This design comes from an exercise in tuning for small area, a short achievable clock period and few clock cycles on the open sky130 flow, not from production work.
RTL that was checked went through simulation tests only; none was proved equivalent to the original.
Function not checked in run 3: the RTL went through the layout flow alone.

`flow/design.v`:
```
module rc6_core (
    input  wire         clk,
    input  wire         rst,       
    input  wire         start,
    input  wire [1:0]   op,        
    input  wire [1:0]   klen,      
    input  wire [255:0] key,       
    input  wire [127:0] din,       
    output wire         ready,
    output reg          done,
    output reg          err,
    output reg  [127:0] dout       
);
    localparam [31:0] P32 = 32'hB7E15163;
    localparam [31:0] Q32 = 32'h9E3779B9;
    localparam OP_KEY = 2'd0, OP_ENC = 2'd1, OP_DEC = 2'd2, OP_CLR = 2'd3;
    function [31:0] rotl(input [31:0] x, input [4:0] n);
        reg [31:0] y;
        begin
            y = x;
            if (n[0]) y = {y[30:0], y[31]};
            if (n[1]) y = {y[29:0], y[31:30]};
            if (n[2]) y = {y[27:0], y[31:28]};
            if (n[3]) y = {y[23:0], y[31:24]};
            if (n[4]) y = {y[15:0], y[31:16]};
            rotl = y;
        end
    endfunction
    function [31:0] rotr(input [31:0] x, input [4:0] n);
        reg [31:0] y;
        begin
            y = x;
            if (n[0]) y = {y[0],    y[31:1]};
            if (n[1]) y = {y[1:0],  y[31:2]};
            if (n[2]) y = {y[3:0],  y[31:4]};
            if (n[3]) y = {y[7:0],  y[31:8]};
            if (n[4]) y = {y[15:0], y[31:16]};
            rotr = y;
        end
    endfunction
    function [31:0] ffun(input [31:0] x);
        reg [31:0] p;
        reg [31:0] dg;
        integer i;
        begin
            dg = 32'd0;
            for (i = 0; i < 16; i = i + 1)
                dg[2*i+1] = x[i];
            p = x + dg;
            for (i = 0; i < 15; i = i + 1)
                p = p + (({32{x[i]}} & (x >> (i + 1))) << (2 * i + 3));
            ffun = {p[26:0], p[31:27]};
        end
    endfunction
    function [63:0] kstep(input [31:0] s, input [31:0] l, input [31:0] a, input [31:0] b);
        reg [31:0] x, t, ti, an, z;
        reg [3:0]  lo;
        reg [4:0]  y;
        begin
            x  = s + a + b;
            t  = l + b + (s << 3) + (a << 3) + (b << 3);
            ti = ((s << 3) + 32'd8) + (b << 3) + (a << 3) + b + l;
            lo = {1'b0, t[2:0]} + {1'b0, x[31:29]};
            z  = {lo[3] ? ti[31:3] : t[31:3], lo[2:0]};
            an = {x[28:0], x[31:29]};
            y  = an[4:0] + b[4:0];
            kstep = {rotl(z, y), an};
        end
    endfunction
    reg          key_valid;
    reg          kbusy;         
    reg  [7:0]   km;            
    reg  [5:0]   ph;            
    reg          pend;          
    reg          pend_key;      
    reg          pend_err;
    reg  [63:0]  x0;            
    reg  [63:0]  x21;           
    reg  [1279:0] ring;         
    reg  [255:0] lw;            
    reg  [1:0]   lsz;           
    reg  [31:0]  ra, rb, rc, rd;
    reg          rv, renc, rtyp;
    reg  [4:0]   rj;            
    reg  [3:0]   rdn;           
    reg  [31:0]  pa, pb, pc, pd, pm1, pm2;
    reg          pv, penc, ptyp;
    reg  [4:0]   pj;
    reg  [3:0]   pdn;
    reg  [63:0]  sp;            
    reg          sv, senc;
    reg          rl;            
    reg          al;            
    reg [31:0] kconst;          
    wire [5:0] kc = kbusy ? ((km >= 8'd44) ? 6'd0 : km[5:0] + 6'd1) : 6'd0;
    always @(*) begin
        case (kc)
            6'd0:  kconst = P32 + 32'd0  * Q32;
            6'd1:  kconst = P32 + 32'd1  * Q32;
            6'd2:  kconst = P32 + 32'd2  * Q32;
            6'd3:  kconst = P32 + 32'd3  * Q32;
            6'd4:  kconst = P32 + 32'd4  * Q32;
            6'd5:  kconst = P32 + 32'd5  * Q32;
            6'd6:  kconst = P32 + 32'd6  * Q32;
            6'd7:  kconst = P32 + 32'd7  * Q32;
            6'd8:  kconst = P32 + 32'd8  * Q32;
            6'd9:  kconst = P32 + 32'd9  * Q32;
            6'd10: kconst = P32 + 32'd10 * Q32;
            6'd11: kconst = P32 + 32'd11 * Q32;
            6'd12: kconst = P32 + 32'd12 * Q32;
            6'd13: kconst = P32 + 32'd13 * Q32;
            6'd14: kconst = P32 + 32'd14 * Q32;
            6'd15: kconst = P32 + 32'd15 * Q32;
            6'd16: kconst = P32 + 32'd16 * Q32;
            6'd17: kconst = P32 + 32'd17 * Q32;
            6'd18: kconst = P32 + 32'd18 * Q32;
            6'd19: kconst = P32 + 32'd19 * Q32;
            6'd20: kconst = P32 + 32'd20 * Q32;
            6'd21: kconst = P32 + 32'd21 * Q32;
            6'd22: kconst = P32 + 32'd22 * Q32;
            6'd23: kconst = P32 + 32'd23 * Q32;
            6'd24: kconst = P32 + 32'd24 * Q32;
            6'd25: kconst = P32 + 32'd25 * Q32;
            6'd26: kconst = P32 + 32'd26 * Q32;
            6'd27: kconst = P32 + 32'd27 * Q32;
            6'd28: kconst = P32 + 32'd28 * Q32;
            6'd29: kconst = P32 + 32'd29 * Q32;
            6'd30: kconst = P32 + 32'd30 * Q32;
            6'd31: kconst = P32 + 32'd31 * Q32;
            6'd32: kconst = P32 + 32'd32 * Q32;
            6'd33: kconst = P32 + 32'd33 * Q32;
            6'd34: kconst = P32 + 32'd34 * Q32;
            6'd35: kconst = P32 + 32'd35 * Q32;
            6'd36: kconst = P32 + 32'd36 * Q32;
            6'd37: kconst = P32 + 32'd37 * Q32;
            6'd38: kconst = P32 + 32'd38 * Q32;
            6'd39: kconst = P32 + 32'd39 * Q32;
            6'd40: kconst = P32 + 32'd40 * Q32;
            6'd41: kconst = P32 + 32'd41 * Q32;
            6'd42: kconst = P32 + 32'd42 * Q32;
            default: kconst = P32 + 32'd43 * Q32;
        endcase
    end
    wire [63:0] kx  = kstep(x0[31:0], lw[31:0], ra, rb);
    wire [31:0] ka  = kx[31:0];
    wire [31:0] kb  = kx[63:32];
    wire        key_end = kbusy && (km == 8'd131);
    wire [31:0] m1 = ffun(rb);
    wire [31:0] m2 = ffun(rd);
    reg [63:0] snext;
    always @(*) begin
        casez ({renc, rtyp, rdn})
            6'b10????: snext = {ring[32*39 +: 32], ring[32*38 +: 32]};
            6'b11????: snext = {ring[32*38 +: 32], ring[32*37 +: 32]};
            6'b000000: snext = {ring[32*1  +: 32], ring[32*0  +: 32]};
            6'b000001: snext = {ring[32*5  +: 32], ring[32*4  +: 32]};
            6'b000010: snext = {ring[32*9  +: 32], ring[32*8  +: 32]};
            6'b000011: snext = {ring[32*13 +: 32], ring[32*12 +: 32]};
            6'b000100: snext = {ring[32*17 +: 32], ring[32*16 +: 32]};
            6'b000101: snext = {ring[32*21 +: 32], ring[32*20 +: 32]};
            6'b000110: snext = {ring[32*25 +: 32], ring[32*24 +: 32]};
            6'b000111: snext = {ring[32*29 +: 32], ring[32*28 +: 32]};
            6'b001000: snext = {ring[32*33 +: 32], ring[32*32 +: 32]};
            6'b001001: snext = {ring[32*37 +: 32], ring[32*36 +: 32]};
            6'b010000: snext = {ring[32*0  +: 32], ring[32*39 +: 32]};
            6'b010001: snext = {ring[32*4  +: 32], ring[32*3  +: 32]};
            6'b010010: snext = {ring[32*8  +: 32], ring[32*7  +: 32]};
            6'b010011: snext = {ring[32*12 +: 32], ring[32*11 +: 32]};
            6'b010100: snext = {ring[32*16 +: 32], ring[32*15 +: 32]};
            6'b010101: snext = {ring[32*20 +: 32], ring[32*19 +: 32]};
            6'b010110: snext = {ring[32*24 +: 32], ring[32*23 +: 32]};
            6'b010111: snext = {ring[32*28 +: 32], ring[32*27 +: 32]};
            6'b011000: snext = {ring[32*32 +: 32], ring[32*31 +: 32]};
            default:   snext = {ring[32*36 +: 32], ring[32*35 +: 32]};
        endcase
    end
    wire [31:0] e_d = rotl(pa ^ pm1, pm2[4:0]) + sp[31:0];
    wire [31:0] e_b = rotl(pc ^ pm2, pm1[4:0]) + sp[63:32];
    wire [31:0] d_b = rotr(pc - sp[31:0],  pm2[4:0]) ^ pm1;
    wire [31:0] d_d = rotr(pa - sp[63:32], pm1[4:0]) ^ pm2;
    wire        plast = pv && (pj == 5'd20);
    wire [31:0] w1 = pb + (penc ? x21[31:0]  : ~x0[31:0])  + {31'd0, !penc};
    wire [31:0] w2 = pd + (penc ? x21[63:32] : ~x0[63:32]) + {31'd0, !penc};
    wire        in_enc = (op == OP_ENC);
    wire [31:0] i_a = senc ? lw[31:0]  : lw[63:32];
    wire [31:0] i_b = (senc ? lw[63:32]  : lw[31:0])  + (senc ? x0[31:0]  : ~x21[31:0])  + {31'd0, !senc};
    wire [31:0] i_c = senc ? lw[95:64] : lw[127:96];
    wire [31:0] i_d = (senc ? lw[127:96] : lw[95:64]) + (senc ? x0[63:32] : ~x21[63:32]) + {31'd0, !senc};
    assign ready = !pend && !kbusy && (!rv || rl) && (!key_valid || al);
    wire acc     = start && ready;
    wire acc_blk = acc && (op == OP_ENC || op == OP_DEC) && key_valid;
    wire acc_key = acc && (op == OP_KEY) && (klen != 2'd3);
    wire acc_oth = acc && !acc_blk;              
    wire oth_err = (op != OP_CLR) && !acc_key;
    wire empty   = !rv && !pv && !sv;
    wire go_now  = acc_oth && empty;
    wire go_pend = pend && empty;
    wire go_key  = (go_now && acc_key) || (go_pend && pend_key);
    wire go_imm  = (go_now && !acc_key) || (go_pend && !pend_key);
    wire go_err  = go_now ? oth_err : pend_err;
    always @(posedge clk) begin
        if (rst) begin
            done <= 1'b0;
            err  <= 1'b0;
        end else if (plast) begin
            done <= 1'b1;
            err  <= 1'b0;
        end else if (go_imm) begin
            done <= 1'b1;
            err  <= go_err;
        end else if (key_end) begin
            done <= 1'b1;
            err  <= 1'b0;
        end else begin
            done <= 1'b0;
        end
        dout <= penc ? {e_d, w2, e_b, w1} : {w2, d_d, w1, d_b};
        if (rst) begin
            key_valid <= 1'b0;
            kbusy     <= 1'b0;
            pend      <= 1'b0;
        end else begin
            if (acc && (op == OP_CLR || acc_key))
                key_valid <= 1'b0;
            if (key_end)
                key_valid <= 1'b1;
            if (go_key)
                kbusy <= 1'b1;
            else if (key_end)
                kbusy <= 1'b0;
            if (acc_oth && !empty) begin
                pend     <= 1'b1;
                pend_key <= acc_key;
                pend_err <= oth_err;
            end else if (go_pend) begin
                pend <= 1'b0;
            end
        end
        if (acc_key) begin
            lw  <= key;
            lsz <= klen;
        end else if (acc_blk) begin
            lw[127:0] <= din;
        end else if (kbusy) begin
            lw[223:0] <= lw[255:32];
            lw[127:96] <= (lsz == 2'd0) ? kb : lw[159:128];
            lw[191:160] <= (lsz == 2'd1) ? kb : lw[223:192];
            lw[255:224] <= kb;
        end
        if (rst || kbusy)
            ph <= 6'd0;
        else
            ph <= (ph == 6'd39) ? 6'd0 : ph + 6'd1;
        al <= rst || kbusy || (ph == 6'd39) || (ph == 6'd0);
        if (go_key)
            km <= 8'd0;
        else
            km <= km + 8'd1;
        if (go_key || (kbusy && km < 8'd43))
            x0[31:0] <= kconst;
        else if (kbusy)
            x0[31:0] <= x0[63:32];
        if (kbusy) begin
            x0[63:32]  <= ring[31:0];
            ring       <= {x21[31:0], ring[1279:32]};
            x21        <= {ka, x21[63:32]};
        end else begin
            ring <= {ring[31:0], ring[1279:32]};
        end
        pa  <= ra;
        pb  <= rb;
        pc  <= rc;
        pd  <= rd;
        pm1 <= m1;
        pm2 <= m2;
        sp  <= snext;
        pv   <= !rst && rv;
        penc <= renc;
        ptyp <= rtyp;
        pj   <= rj;
        pdn  <= rdn;
        if (sv) begin
            ra   <= i_a;
            rb   <= i_b;
            renc <= senc;
            rtyp <= ph[1];
            rj   <= 5'd1;
            rdn  <= 4'd9;
            rl   <= 1'b0;
        end else if (go_key) begin
            ra <= 32'd0;
            rb <= 32'd0;
        end else if (kbusy) begin
            ra <= ka;
            rb <= kb;
        end else begin
            ra   <= pb;
            rb   <= penc ? e_b : d_b;
            renc <= penc;
            rtyp <= ptyp;
            rj   <= pj + 5'd1;
            rdn  <= (pdn == 4'd0) ? 4'd9 : pdn - 4'd1;
            rl   <= (pj == 5'd19);
        end
        rc <= sv ? i_c : pd;
        rd <= sv ? i_d : (penc ? e_d : d_d);
        sv <= !rst && acc_blk;
        if (acc_blk)
            senc <= in_enc;
        rv <= !rst && (sv || (pv && !plast));
    end
endmodule
```
`flow/run.sh`:
```
#!/bin/bash
# synth_recipe.tcl (not shown) runs the flow's synth.tcl, then flattens the netlist and writes it again
# the make line also repeats each setting of config.mk as NAME=value (left out here)
make -C /OpenROAD-flow-scripts/flow DESIGN_CONFIG=/design/flow/config.mk WORK_HOME=/design/flow/orfs CLKGATE_MAP_FILE= SYNTH_SCRIPT=/design/flow/synth_recipe.tcl finish
```
`flow/config.mk`:
```
export PLATFORM = sky130hd
export DESIGN_NAME = rc6_core
export DESIGN_NICKNAME = rc6_core
export VERILOG_FILES = /design/flow/design.v
export SDC_FILE = /design/flow/constraint.sdc
export NUM_CORES = 4
export LEC_CHECK = 0
export CAP_MARGIN = 20
export CORE_MARGIN = 2
export CORE_UTILIZATION = 30
export PLACE_DENSITY = 0.5
export SLEW_MARGIN = 20
```
`flow/constraint.sdc`:
```
create_clock -name core_clock -period 18.0 [get_ports {clk}]
set_input_delay 3.6000 -clock core_clock [delete_from_list [all_inputs] [get_ports {clk}]]
set_output_delay 3.6000 -clock core_clock [all_outputs]
set_load 0.01 [all_outputs]
```
==> summary.txt, run 1 <==
* Routability Congestion at 1.04
* Endpoint, Worst Hold: ring[1039]
* Max stage delay on crit path at between 1 and 1.5 ns
* Antenna-violating nets left at 0
* First-pass GRT wire length at 800 mm
* Pin count of the biggest net entering global routing at 142
* Vias in the first global route at 96552
* Compound-Gate Fraction of Synth Area at 0.173
* Initial DRT Pass Iterations at 10
* Most used cell, CP: o21ai_0
* Reg2reg end: lw[106]
* Fin. Hold Viols at 0
* Final number of max-transition violations at 0
* Core box area at approximately 0.4 mm²
* Post-synthesis mux area share at 0.0696
* Via count at 102191
* Cts bufs inserted at 235
* Synth warn at 1
* RSZ-0062 raised after global routing: false
* DRC Markers at 0
* H-tree levels at 4
* Post-Synth XOR/XNOR Area at 0.0387
* Cell count after placement at between 15000 and 20000
* Crit end category: flop
* Non-Filler Instances at between 15000 and 20000
* Hpwl dp at 469 mm
* Worst r2r path cells at 28
* Die Wd at 641 µm
* R2R Setup Slk at a little under 8 ns
* Critical path data required time at 18.74 ns
* GRT Util Overall at 0.279
* Root Buffer: clkbuf_16
* Initial Util at 0.302
* Multi-input logic area at 0.0675 mm²
* Master of the slowest instance on the critical path: o32ai_2
* F_max at between 90 and 100 MHz
* Hold/Removal Path Class: flop to flop
* Most frequent cells in the layout: dfxtp_1, nand2_1, inv_1
* NumNets Final at between 10000 and 15000
* Crit Reg-Reg Startpoint: rb[1]
* Clk pin slew, worst setup/hold paths at 0.06 ns
* EDFF count, synth at 391
* Synth area leaders: dfxtp_1, edfxtp_1, fa_1, ha_1, nand2_1
* Commonest non-fill, non-tap cell in the layout: dfxtp_1
* Crit path max fanout at 36
* Initial antenna violation count at 96
* Max-Cap Viols at 0
* Worst-margin pin slew at 1.35 ns
* Post-synthesis cell count at 12383
* Async SR Flop Fraction at 0
* Die ar. at 0.411 mm²
* Syn avg cell area at 9.82 µm²
* Wire per inst at 32.0 µm
* Port buffer count at ~520
* Ports at 522
* Largest family of logic cells by synthesized area: compound AO/OA/AOI/OAI gates
* Worst hold path depth at 0
* Ratio of routed vias to standard cells at 5.54
* Post-synth cell types at 110
* Setup Crit Path Kind: flop to flop
* Post-place setup slack at ~8.4 ns
* Critical Path Start Type: flop
* Hold buffers post-CTS at 0
* Clock skew at 0.148 ns
* Status: finished clean
* Yosys reg bits at around 2200
* Clk buf depth at 4
* Post-CTS Repair Setup Buffers at 0
* Critical Path Source: rb[1]
* Fin crit share at 0.558
* Fillcell total at a little over 40000
* Clk Latency, worst-skew pair at around 1.1 ns
* Slew Limit Headroom at 0.0907
* Register area at 0.0485 mm²
* Simple-Gate Fraction of Synth Area at 0.116
* Crit path DAT at 10.78 ns
* Post-synth top area share at 0.302
* # setup viols final at 0
* Grt ovf at 0
* DRT iter0 DRCs at ~13000
* Post_cts resized at 0
* Layout area overhead at 16.5%
* Hold path startpoint: ring[1071]
* Post-synthesis sequential area ratio at 0.398
* Die Span Y at approximately 640 µm
* Slack of the critical path at around 8.0 ns
* Share of cells above drive strength 1 at 0.0880
* # rows at 233
* Fin crit period at about 10 ns
* Post-Syn Area at 0.122 mm²
* Net count after synthesis at 13944
* CTS tree: yes
* Synthesized-area fraction occupied by adder cells at 0.155
* # clock sinks at 2225
* Synth area leader: dfxtp_1
* Most used DFF post-synth: dfxtp_1
* Setup_tns at 0 ns
* Final wirelength at 590 mm
[cell usage after synthesis, drive strengths merged, types with 26 or more instances]
library cell and instances:
nand3 174, or2 35, a211o 32, o31ai 63, nor3 164, a31oi 177
nor2b 65, buf 134, o22a 67, a2111oi 29, a21o 147, dfxtp 1834
mux4 126, and3 63, a22oi 365, xnor2 343, nand4 149, a221o 84
a211oi 81, nand2b 63, clkbuf 530, a221oi 172, or3 73, nand2 1305
and2 147, o21a 101, o22ai 49, fa 561, o221ai 40, ha 609
nor4 26, o21ai 491, nor2 831, mux2 216, o211ai 78, edfxtp 391
a22o 98, o21bai 47, xor2 195, mux2i 318, a21boi 28, inv 908
a21oi 668
[stage by stage]
step,area [µm²],util,hold WS [ns]
detailed placement,133000,0.330,0.312
floorplan,122000,-,0.310
global route,142000,0.351,0.264
CTS,141000,0.351,0.244
finish,142000,0.351,0.250
global placement,133000,0.330,0.309
[flip-flops by register name, indices dropped and copies added, names as in the netlist, 64 cells and up]
| register | count |
|---|---|
| x21 | 64 |
| dout | 128 |
| lw | 256 |
| x0 | 64 |
| sp | 64 |
| ring | 1280 |
[how the worst max path moves through the flow]
stage                     slack [ns]  depth (start not counted)       to
after floorplan                 9.81                          8  lw[128]
after global routing            7.79                         28  lw[103]
after CTS                       8.46                         28  lw[106]
final                           7.96                         28  lw[106]
after global placement          8.45                         28  lw[170]
after detailed placement        8.43                         28  lw[106]
[cell families (layout without fill, tap and decap cells)]
group | count (synthesis) | after routing
and+or+nand+nor | 3156 | 3156
AOI/OAI and AO/OA | 3052 | 3052
DFF | 2225 | 2225
buffers and inverters | 1582 | 2104
adders and majority gates | 1170 | 1170
muxes | 660 | 660
xor gates and xnor gates | 538 | 538
other | 0 | 125
[area by class of cell]
cell class | count | share of cell area
Inverter | 918 | 0.0244
Tap cell | 5405 | 0.0477
Sequential cell | 2225 | 0.342
Clock inverter | 97 | 0.00923
Timing Repair Buffer | 745 | 0.0490
Multi-Input combinational cell | 8576 | 0.476
Antenna cell | 125 | 0.00221
Clock buffer | 344 | 0.0489
[critical path, delay by kind of cell, from the launching register on]
kind	cells	cell delay [ns]
AND/OR/NAND/NOR	5	0.90
XOR/XNOR	1	0.82
adder cells (fa/ha/maj)	4	1.71
AO/OA/AOI/OAI	16	5.55
buffers and inverters	2	0.31
flip-flops	1	0.52
[metal layers]
layer	share of wire	wire length, µm	global-route usage
met1	0.41	245000	0.366
met2	0.43	256000	0.423
met3	0.081	47700	0.0536
met4	0.070	41500	0.169
met5	0.00016	97	0
Testbench counts, summed over its fixed seeds: cycles 18,624.
==> inputs of run 2 (changes only) <==
==> flow/flow/run.sh (new file) <==
#!/bin/bash
# Standard layout, with ORFS's timing repair asked to reach a larger setup
# margin than the clock needs, so the resizer works on the real critical paths.
set -euo pipefail
MARGIN=$(cat flow/margin.txt)
bash standard.sh synth > synth.log 2>&1
bash standard.sh SETUP_SLACK_MARGIN=$MARGIN finish > layout.log 2>&1
==> flow/flow/margin.txt (new file) <==
10.5
==> flow/standard.sh (new file) <==
#!/bin/bash
# synth_recipe.tcl (not shown) runs the flow's synth.tcl, then flattens the netlist and writes it again
# the make line also repeats each setting of config.mk as NAME=value (left out here)
make -C /OpenROAD-flow-scripts/flow DESIGN_CONFIG=/design/flow/config.mk WORK_HOME=/design/flow/orfs CLKGATE_MAP_FILE= SYNTH_SCRIPT=/design/flow/synth_recipe.tcl "${@:-finish}"
removed: flow/run.sh
==> run 2 against run 1 <==
Sequential share of layout area is 0.31 points lower. Synthesized area unchanged. Setup slack improved by 2.6 ns. Hold slack got worse by 0.0069 ns. Global-route usage is 0.27 points lower. Die area is the same. Fmax up 36%. Critical path type unchanged.
==> summary.txt, run 2 <==
* Largest Register: ring (unchanged)
* Vias in the first global route at 97186 (was 96552)
* Slew Limit Headroom at 0.123 (was 0.0907)
* Antenna-violating nets left at 0 (unchanged)
* Worst-margin pin slew at 1.30 ns (was 1.35 ns)
* Slack of the critical path at 10.59 ns (was 7.96 ns)
* Routability Congestion at 1.03 (was 1.04)
* Core box area at 0.403 mm² (unchanged)
* Crit path DAT at 8.22 ns (was 10.78 ns)
* Initial antenna violation count at 84 (was 96)
* Port buffer count at 521 (unchanged)
* Clock skew at 0.144 ns (was 0.148 ns)
* Die Wd at 641 µm (unchanged)
* Syn avg cell area at 9.82 µm² (unchanged)
* Post-DP Area at 0.133 mm² (about the same)
* EDFF count, synth at 391 (unchanged)
* # rows at 233 (unchanged)
* Most frequent cell after synthesis: dfxtp_1 (unchanged)
* R2R Setup Slk at 10.59 ns (was 7.96 ns)
* CTS tree: yes (unchanged)
* Fin crit period at 7.41 ns (was 10.04 ns)
* Share of cells above drive strength 1 at 0.0997 (was 0.0880)
* Yosys reg bits at 2225 (unchanged)
* Worst r2r path cells at 31 (was 28)
* Hpwl dp at 463 mm (was 469 mm)
* Die Span Y at 641 µm (unchanged)
* Critical path data required time at 18.82 ns (was 18.74 ns)
* Crit end category: flop (unchanged)
* Hold/Removal Path Class: flop to flop (unchanged)
* Max stage delay on crit path at 0.56 ns (was 1.15 ns)
* # setup viols final at 0 (unchanged)
* Critical Path Start Type: flop (unchanged)
* Layout area overhead at 17.6% (was 16.5%)
* Via count at 102816 (was 102191)
* Reg2reg end: rb[30] (was lw[106])
* Post-Syn Area at 0.122 mm² (unchanged)
* Post-synth cell types at 110 (unchanged)
* Final number of max-transition violations at 0 (unchanged)
* Fin. Hold Viols at 0 (unchanged)
* Setup Crit Path Kind: flop to flop (unchanged)
* Pin count of the biggest net entering global routing at 107 (was 142)
* Hold path startpoint: ring[975] (was ring[1071])
* RSZ-0062 raised after global routing: true (was false)
* Status: finished clean (unchanged)
* Initial Util at 0.302 (unchanged)
* Post-synthesis sequential area ratio at 0.398 (unchanged)
* GRT Util Overall at 0.276 (was 0.279)
* F_max at 135 MHz (was 99.6 MHz)
* Async SR Flop Fraction at 0 (unchanged)
* Most frequent cells in the layout: dfxtp_1, nand2_1, inv_1 (unchanged)
* Ratio of routed vias to standard cells at 5.56 (was 5.54)
* Synth area leader: dfxtp_1 (unchanged)
* Most used DFF post-synth: dfxtp_1 (unchanged)
* Max-Cap Viols at 0 (unchanged)
* Ports at 522 (unchanged)
* Clk Latency, worst-skew pair at 1.00 ns (was 1.05 ns)
* Post-synthesis cell count at 12383 (unchanged)
* Clk pin slew, worst setup/hold paths at 0.06 ns (about the same)
* Cts bufs inserted at 237 (was 235)
* Setup_tns at 0 ns (unchanged)
* Commonest non-fill, non-tap cell in the layout: dfxtp_1 (unchanged)
* Synth warn at 1 (unchanged)
* Wire per inst at 31.7 µm (was 32.0 µm)
* NumNets Final at 14329 (was 14262)
* Biggest regs: ring x1280, lw x256, dout x128 (unchanged)
* Final hold slack at 0.243 ns (was 0.250 ns)
* Final Cell Area at 0.143 mm² (was 0.142 mm²)
* Crit path max fanout at 7 (was 36)
* DRC Markers at 0 (unchanged)
* Crit Reg-Reg Startpoint: x0[1] (was rb[1])
* H-tree levels at 4 (unchanged)
* # clock sinks at 2225 (unchanged)
* Post-synth top area share at 0.302 (unchanged)
* Synth area leaders: dfxtp_1, edfxtp_1, fa_1, ha_1, nand2_1 (unchanged)
* Worst hold path depth at 0 (unchanged)
* Master of the slowest instance on the critical path: fa_1 (was o32ai_2)
* Root Buffer: clkbuf_16 (unchanged)
* Flip-flop count of the largest register after layout at 1280 (unchanged)
* First-pass GRT wire length at 795 mm (was 800 mm)
* Clk buf depth at 4 (unchanged)
* DRT iter0 DRCs at 12737 (was 12856)
* Post-place setup slack at 8.48 ns (was 8.43 ns)
* Commonest cells in the netlist: dfxtp_1, nand2_1, inv_1 (unchanged)
* Fin crit share at 0.411 (was 0.558)
* Net count after synthesis at 13944 (unchanged)
* Final wirelength at 586 mm (was 590 mm)
* Initial DRT Pass Iterations at 6 (was 10)
* Die ar. at 0.411 mm² (unchanged)
* Endpoint, Worst Hold: ring[943] (was ring[1039])
* Grt ovf at 0 (unchanged)
==> run 2: cell counts after synthesis <==
No cell type changed its count.
==> run 2: worst max-delay path, delay by kind of cell (launching register included) <==
kind | cells | cell delay [ns]
DFF | 1 | 0.44
buffers and inverters | 4 | 0.56
muxes | 4 | 1.56
AOI/OAI and AO/OA | 12 | 2.31
xor gates and xnor gates | 1 | 0.14
adders and majority gates | 4 | 1.46
and+or+nand+nor | 6 | 0.80
==> run 2: cell type report <==
type	instances	area, µm²
antenna	106	265
multi-input combinational	8580	68300
tap	5405	6760
clock buffer	341	7010
fill	41071	260000
timing repair buffer	806	7640
inverter	918	3470
sequential	2225	48500
clock inverter	98	1030
==> run 2: layer usage <==
| metal | vias up | track usage | part of all wire |
|---|---|---|---|
| met4 | 22 | 0.172 | 0.073 |
| met1 | 51861 | 0.364 | 0.41 |
| li1 | 45000 | - | - |
| met2 | 4949 | 0.419 | 0.43 |
| met5 | - | 0 | 0.00036 |
| met3 | 984 | 0.0488 | 0.079 |
==> run 2: how the worst max path moves through the flow <==
stage,startpoint,to,slack (ns),cells after the start
3_3_place_gp,rb[1],lw[190],8.60,30
2_1_floorplan,rb[1],lw[120],11.01,28
3_5_place_dp,rb[1],lw[102],8.48,29
4_1_cts,x0[1],lw[190],10.47,29
5_1_grt,x0[1],lw[190],10.47,31
6_report,x0[1],rb[30],10.59,31
==> run 2: cells by family (layout without fill, tap and decap cells) <==
| kind of cell | Yosys count | count (layout) | share of synthesized area |
|---|---|---|---|
| fa+ha+maj | 1170 | 1170 | 0.155 |
| buf+inv | 1582 | 2163 | 0.0493 |
| compound gates | 3052 | 3052 | 0.173 |
| flops | 2225 | 2225 | 0.398 |
| simple gates | 3156 | 3159 | 0.116 |
| xor+xnor | 538 | 538 | 0.0387 |
| other cells | 0 | 106 | 0 |
| mux | 660 | 661 | 0.0696 |
==> run 2: through the flow <==
stage / util / instances
after floorplan: - / 12383
after global placement: 0.330 / 17879
after detailed placement: 0.330 / 17880
after CTS: 0.352 / 18347
after global routing: 0.355 / 18458
final: 0.355 / 18479
==> run 2: repair_timing <==
action / 4_1_cts / 5_1_grt
cloned: 2 / 5
hold buffers: 0 / 0
pin swaps: 22 / 33
endpoints found under the setup margin: 128 / 132
setup buffers: 26 / 21
resized for setup: 82 / 97
==> inputs of run 3 (changes only) <==
--- a/flow/design.v
+++ b/flow/design.v
@@ -91,56 +91,6 @@
     reg          sv, senc;
     reg          rl;            
     reg          al;            
-    reg [31:0] kconst;          
-    wire [5:0] kc = kbusy ? ((km >= 8'd44) ? 6'd0 : km[5:0] + 6'd1) : 6'd0;
-    always @(*) begin
-        case (kc)
-            6'd0:  kconst = P32 + 32'd0  * Q32;
-            6'd1:  kconst = P32 + 32'd1  * Q32;
-            6'd2:  kconst = P32 + 32'd2  * Q32;
-            6'd3:  kconst = P32 + 32'd3  * Q32;
-            6'd4:  kconst = P32 + 32'd4  * Q32;
-            6'd5:  kconst = P32 + 32'd5  * Q32;
-            6'd6:  kconst = P32 + 32'd6  * Q32;
-            6'd7:  kconst = P32 + 32'd7  * Q32;
-            6'd8:  kconst = P32 + 32'd8  * Q32;
-            6'd9:  kconst = P32 + 32'd9  * Q32;
-            6'd10: kconst = P32 + 32'd10 * Q32;
-            6'd11: kconst = P32 + 32'd11 * Q32;
-            6'd12: kconst = P32 + 32'd12 * Q32;
-            6'd13: kconst = P32 + 32'd13 * Q32;
-            6'd14: kconst = P32 + 32'd14 * Q32;
-            6'd15: kconst = P32 + 32'd15 * Q32;
-            6'd16: kconst = P32 + 32'd16 * Q32;
-            6'd17: kconst = P32 + 32'd17 * Q32;
-            6'd18: kconst = P32 + 32'd18 * Q32;
-            6'd19: kconst = P32 + 32'd19 * Q32;
-            6'd20: kconst = P32 + 32'd20 * Q32;
-            6'd21: kconst = P32 + 32'd21 * Q32;
-            6'd22: kconst = P32 + 32'd22 * Q32;
-            6'd23: kconst = P32 + 32'd23 * Q32;
-            6'd24: kconst = P32 + 32'd24 * Q32;
-            6'd25: kconst = P32 + 32'd25 * Q32;
-            6'd26: kconst = P32 + 32'd26 * Q32;
-            6'd27: kconst = P32 + 32'd27 * Q32;
-            6'd28: kconst = P32 + 32'd28 * Q32;
-            6'd29: kconst = P32 + 32'd29 * Q32;
-            6'd30: kconst = P32 + 32'd30 * Q32;
-            6'd31: kconst = P32 + 32'd31 * Q32;
-            6'd32: kconst = P32 + 32'd32 * Q32;
-            6'd33: kconst = P32 + 32'd33 * Q32;
-            6'd34: kconst = P32 + 32'd34 * Q32;
-            6'd35: kconst = P32 + 32'd35 * Q32;
-            6'd36: kconst = P32 + 32'd36 * Q32;
-            6'd37: kconst = P32 + 32'd37 * Q32;
-            6'd38: kconst = P32 + 32'd38 * Q32;
-            6'd39: kconst = P32 + 32'd39 * Q32;
-            6'd40: kconst = P32 + 32'd40 * Q32;
-            6'd41: kconst = P32 + 32'd41 * Q32;
-            6'd42: kconst = P32 + 32'd42 * Q32;
-            default: kconst = P32 + 32'd43 * Q32;
-        endcase
-    end
     wire [63:0] kx  = kstep(x0[31:0], lw[31:0], ra, rb);
     wire [31:0] ka  = kx[31:0];
     wire [31:0] kb  = kx[63:32];
@@ -256,8 +206,10 @@
             km <= 8'd0;
         else
             km <= km + 8'd1;
-        if (go_key || (kbusy && km < 8'd43))
-            x0[31:0] <= kconst;
+        if (go_key)
+            x0[31:0] <= P32;
+        else if (kbusy && km < 8'd43)
+            x0[31:0] <= x0[31:0] + Q32;
         else if (kbusy)
             x0[31:0] <= x0[63:32];
         if (kbusy) begin
==> flow/run.sh (new file) <==
#!/bin/bash
# synth_recipe.tcl (not shown) runs the flow's synth.tcl, then flattens the netlist and writes it again
# the make line also repeats each setting of config.mk as NAME=value (left out here)
make -C /OpenROAD-flow-scripts/flow DESIGN_CONFIG=/design/flow/config.mk WORK_HOME=/design/flow/orfs CLKGATE_MAP_FILE= SYNTH_SCRIPT=/design/flow/synth_recipe.tcl finish
--- a/flow/config.mk
+++ b/flow/config.mk
@@ -7,6 +7,6 @@
 export LEC_CHECK = 0
 export CAP_MARGIN = 20
 export CORE_MARGIN = 2
-export CORE_UTILIZATION = 30
-export PLACE_DENSITY = 0.5
+export CORE_UTILIZATION = 55
+export PLACE_DENSITY = 0.65
 export SLEW_MARGIN = 20
removed: flow/flow/run.sh
removed: flow/flow/margin.txt
removed: flow/standard.sh
==> run 3 against run 2 <==
Count of clock-buffer cells in the layout decreased by 47. Synthesized cell count decreased by 0.40%. Register-to-register slack got worse by 3.2 ns. Largest cell class unchanged.
==> summary.txt, run 3 <==
* Status: finished clean (unchanged)
* DRC Markers at 0 (unchanged)
* Via count at 107638 (was 102816)
* Clk pin slew, worst setup/hold paths at 0.06 ns (about the same)
* Routability Congestion at 1.13 (was 1.03)
* Grt ovf at 0 (unchanged)
* First-pass GRT wire length at 782 mm (was 795 mm)
* Final number of max-transition violations at 0 (unchanged)
* Fin crit share at 0.589 (was 0.411)
* Slew Limit Headroom at 0.126 (was 0.123)
* Synth warn at 1 (unchanged)
* Initial DRT Pass Iterations at 10 (was 6)
* Post-synth top area share at 0.309 (was 0.302)
* EDFF count, synth at 359 (was 391)
* Stages on worst setup path at 30 (was 31)
* Port buffer count at 521 (unchanged)
* Final hold slack at 0.210 ns (was 0.243 ns)
* Post-CTS Repair Setup Buffers at 0 (was 26)
* Async SR Flop Fraction at 0 (unchanged)
* Most frequent cell after synthesis: dfxtp_1 (unchanged)
* R2R Setup Slk at 7.40 ns (was 10.59 ns)
* Hpwl dp at 447 mm (was 463 mm)
* RSZ-0062 raised after global routing: false (was true)
* Post-synthesis sequential area ratio at 0.398 (about the same)
* Fillcell total at 17508 (was 41071)
* Critical path buffers and inverters at 3 (was 4)
* Commonest cells in the netlist: dfxtp_1, nand2_1, inv_1 (unchanged)
* Ports at 522 (unchanged)
* Max-Cap Viols at 0 (unchanged)
* Final wirelength at 574 mm (was 586 mm)
* Core box area at 0.219 mm² (was 0.403 mm²)
* Syn avg cell area at 9.81 µm² (was 9.82 µm²)
* Initial Util at 0.552 (was 0.302)
* Hold/Removal Path Class: flop to flop (unchanged)
* Flip-flop count of the largest register after layout at 1280 (unchanged)
* Share of cells above drive strength 1 at 0.0830 (was 0.0997)
* Initial antenna violation count at 121 (was 84)
* Commonest non-fill, non-tap cell in the layout: dfxtp_1 (unchanged)
* Synth area leader: dfxtp_1 (unchanged)
* CP delay by family, top: compound AO/OA/AOI/OAI gates (unchanged)
* Die Span Y at 473 µm (was 641 µm)
* Antenna-violating nets left at 0 (unchanged)
* NumNets Final at 14160 (was 14329)
* Setup_tns at 0 ns (unchanged)
* # clock sinks at 2225 (unchanged)
* Synth area leaders: dfxtp_1, fa_1, edfxtp_1, ha_1, mux2i_1 (was dfxtp_1, edfxtp_1, fa_1, ha_1, nand2_1)
* Post-Syn Area at 0.121 mm² (was 0.122 mm²)
* Crit path max fanout at 24 (was 7)
* Largest family of logic cells by synthesized area: compound AO/OA/AOI/OAI gates (unchanged)
* Worst r2r path cells at 30 (was 31)
* Post-synthesis mux area share at 0.0817 (was 0.0696)
* Cts bufs inserted at 216 (was 237)
* Fin. Hold Viols at 0 (unchanged)
* GRT Util Overall at 0.499 (was 0.276)
* Pin count of the biggest net entering global routing at 197 (was 107)
* Net count after synthesis at 13882 (was 13944)
* Register area at 0.0482 mm² (was 0.0485 mm²)
* Reg2reg end: rb[15] (was rb[30])
* Vias in the first global route at 100144 (was 97186)
* Biggest regs: ring x1280, lw x256, dout x128 (unchanged)
* Critical Path Source: rb[1] (was x0[1])
* Multi-input logic area at 0.0670 mm² (was 0.0683 mm²)
* Clock skew at 0.165 ns (was 0.144 ns)
* Fin crit period at 10.60 ns (was 7.41 ns)
* Largest Register: ring (unchanged)
* Hold buffers post-CTS at 0 (unchanged)
* Synthesized-area fraction occupied by adder cells at 0.154 (was 0.155)
* Crit path capture: rb[15] (was rb[30])
* Crit Reg-Reg Startpoint: rb[1] (was x0[1])
* Simple-Gate Fraction of Synth Area at 0.113 (was 0.116)
* Clk Latency, worst-skew pair at 0.96 ns (was 1.00 ns)
* # rows at 172 (was 233)
* Most used DFF post-synth: dfxtp_1 (unchanged)
* DRT iter0 DRCs at 17487 (was 12737)
* Post-synthesis cell count at 12334 (was 12383)
* Die Wd at 473 µm (was 641 µm)
* Most frequent cells in the layout: dfxtp_1, nand2_1, inv_1 (unchanged)
* Root Buffer: clkbuf_16 (unchanged)
* Master of the slowest instance on the critical path: a222oi_1 (was fa_1)
* Critical path data required time at 18.70 ns (was 18.82 ns)
* Max stage delay on crit path at 0.80 ns (was 0.56 ns)
* Clk buf depth at 3 (was 4)
* Post-synth cell types at 117 (was 110)
* Crit end category: flop (unchanged)
* Die ar. at 0.224 mm² (was 0.411 mm²)
* Ratio of routed vias to standard cells at 6.84 (was 5.56)
* Compound-Gate Fraction of Synth Area at 0.164 (was 0.173)
* Post-Synth XOR/XNOR Area at 0.0376 (was 0.0387)
* Wire per inst at 36.5 µm (was 31.7 µm)
* # setup viols final at 0 (unchanged)
* Layout area overhead at 13.2% (was 17.6%)
* Post_cts resized at 0 (was 82)
* CTS tree: yes (unchanged)
* Worst-margin pin slew at 1.28 ns (was 1.30 ns)
* Yosys reg bits at 2225 (unchanged)
* H-tree levels at 4 (unchanged)
* Crit path DAT at 11.30 ns (was 8.22 ns)
* Setup Crit Path Kind: flop to flop (unchanged)
* F_max at 94.3 MHz (was 135 MHz)
* Critical Path Start Type: flop (unchanged)
-- run 3: cell count changes after synthesis, sizes merged, moves of 32 or more --
cell	change
a21oi	-75
a221o	-50
a22oi	-104
dfxtp	+32
edfxtp	-32
inv	+58
mux2i	+150
nand2	-60
nand4	-55
nor2	+81
o21ai	+52
-- run 3: worst min-delay path by stage --
stage,start,cells after the start,slack (ns),to
2_1_floorplan,rc[0],0,0.31,pc[0]
3_3_place_gp,ring[338],0,0.31,ring[306]
3_5_place_dp,rc[1],0,0.31,pc[1]
4_1_cts,ring[68],0,0.22,ring[36]
5_1_grt,ring[68],0,0.24,ring[36]
6_report,ring[68],0,0.21,ring[36]
-- run 3: final cells by class --
class,instances,share of cell area
well taps,2871,0.0262
inverters,974,0.0267
clock buffers,294,0.0448
diodes,63,0.00115
flip-flops and latches,2225,0.352
multi-input cells,8477,0.489
repair buffers,718,0.0491
clock inverters,105,0.0117
-- run 3: metal layers --
layer | routed length, µm | global-route usage
met5 | 702 | 0.00454
met4 | 46900 | 0.327
met3 | 89000 | 0.211
met2 | 227000 | 0.687
met1 | 210000 | 0.636
-- run 3: kinds of logic (layout without fill, tap and decap cells) --
kind of cell / count (synthesis) / in the layout
simple gates: 3094 / 3094
compound gates: 2898 / 2898
flops: 2225 / 2225
buf+inv: 1632 / 2091
fa+ha+maj: 1157 / 1157
mux: 808 / 808
xor+xnor: 520 / 520
other cells: 0 / 63
-- run 3: per-stage QoR --
stage          utilization  worst slack, ns  instance area (µm²)  cells
3_5_place_dp         0.588             7.77               129000  15263
3_3_place_gp         0.588             7.93               129000  15262
6_report             0.625             7.40               137000  15727
2_1_floorplan            -             8.74               121000  12334
5_1_grt              0.624             7.11               137000  15673
4_1_cts              0.624             7.88               137000  15662

## separate check: timing with driven ports
How much do the figures lean on ideal ports? The routed layouts below were timed once more, with nothing changed but the port constraints. Step 1 (the two cells are an assumption about what drives the block):
set clk [get_ports {clk}]
set_driving_cell -lib_cell sky130_fd_sc_hd__clkbuf_16 $clk
set_driving_cell -lib_cell sky130_fd_sc_hd__buf_2 [delete_from_list [all_inputs] $clk]
Step 2, shift: input delay + t, output delay - t, t = (earliest + latest rising clock arrival at the registers) / 2. This alone moves slack from input paths to output paths. a / b / c = ideal / step 1 / step 2; a / b = the first two.
run | t (ns) | setup WS [ns] | worst register clock-pin slew, ns
run 1 | 1.068 | 7.960 / 7.960 / 7.960 | 0.07 / 0.07
run 2 | 1.043 | 10.594 / 10.594 / 9.944 | 0.08 / 0.08
run 3 | 0.970 | 7.399 / 7.399 / 7.399 | 0.08 / 0.08
After both steps every run listed still meets setup and hold. For run 2, which loses most, drivers alone change the setup slack by 0.000 ns; drivers and shift together by -0.650 ns.
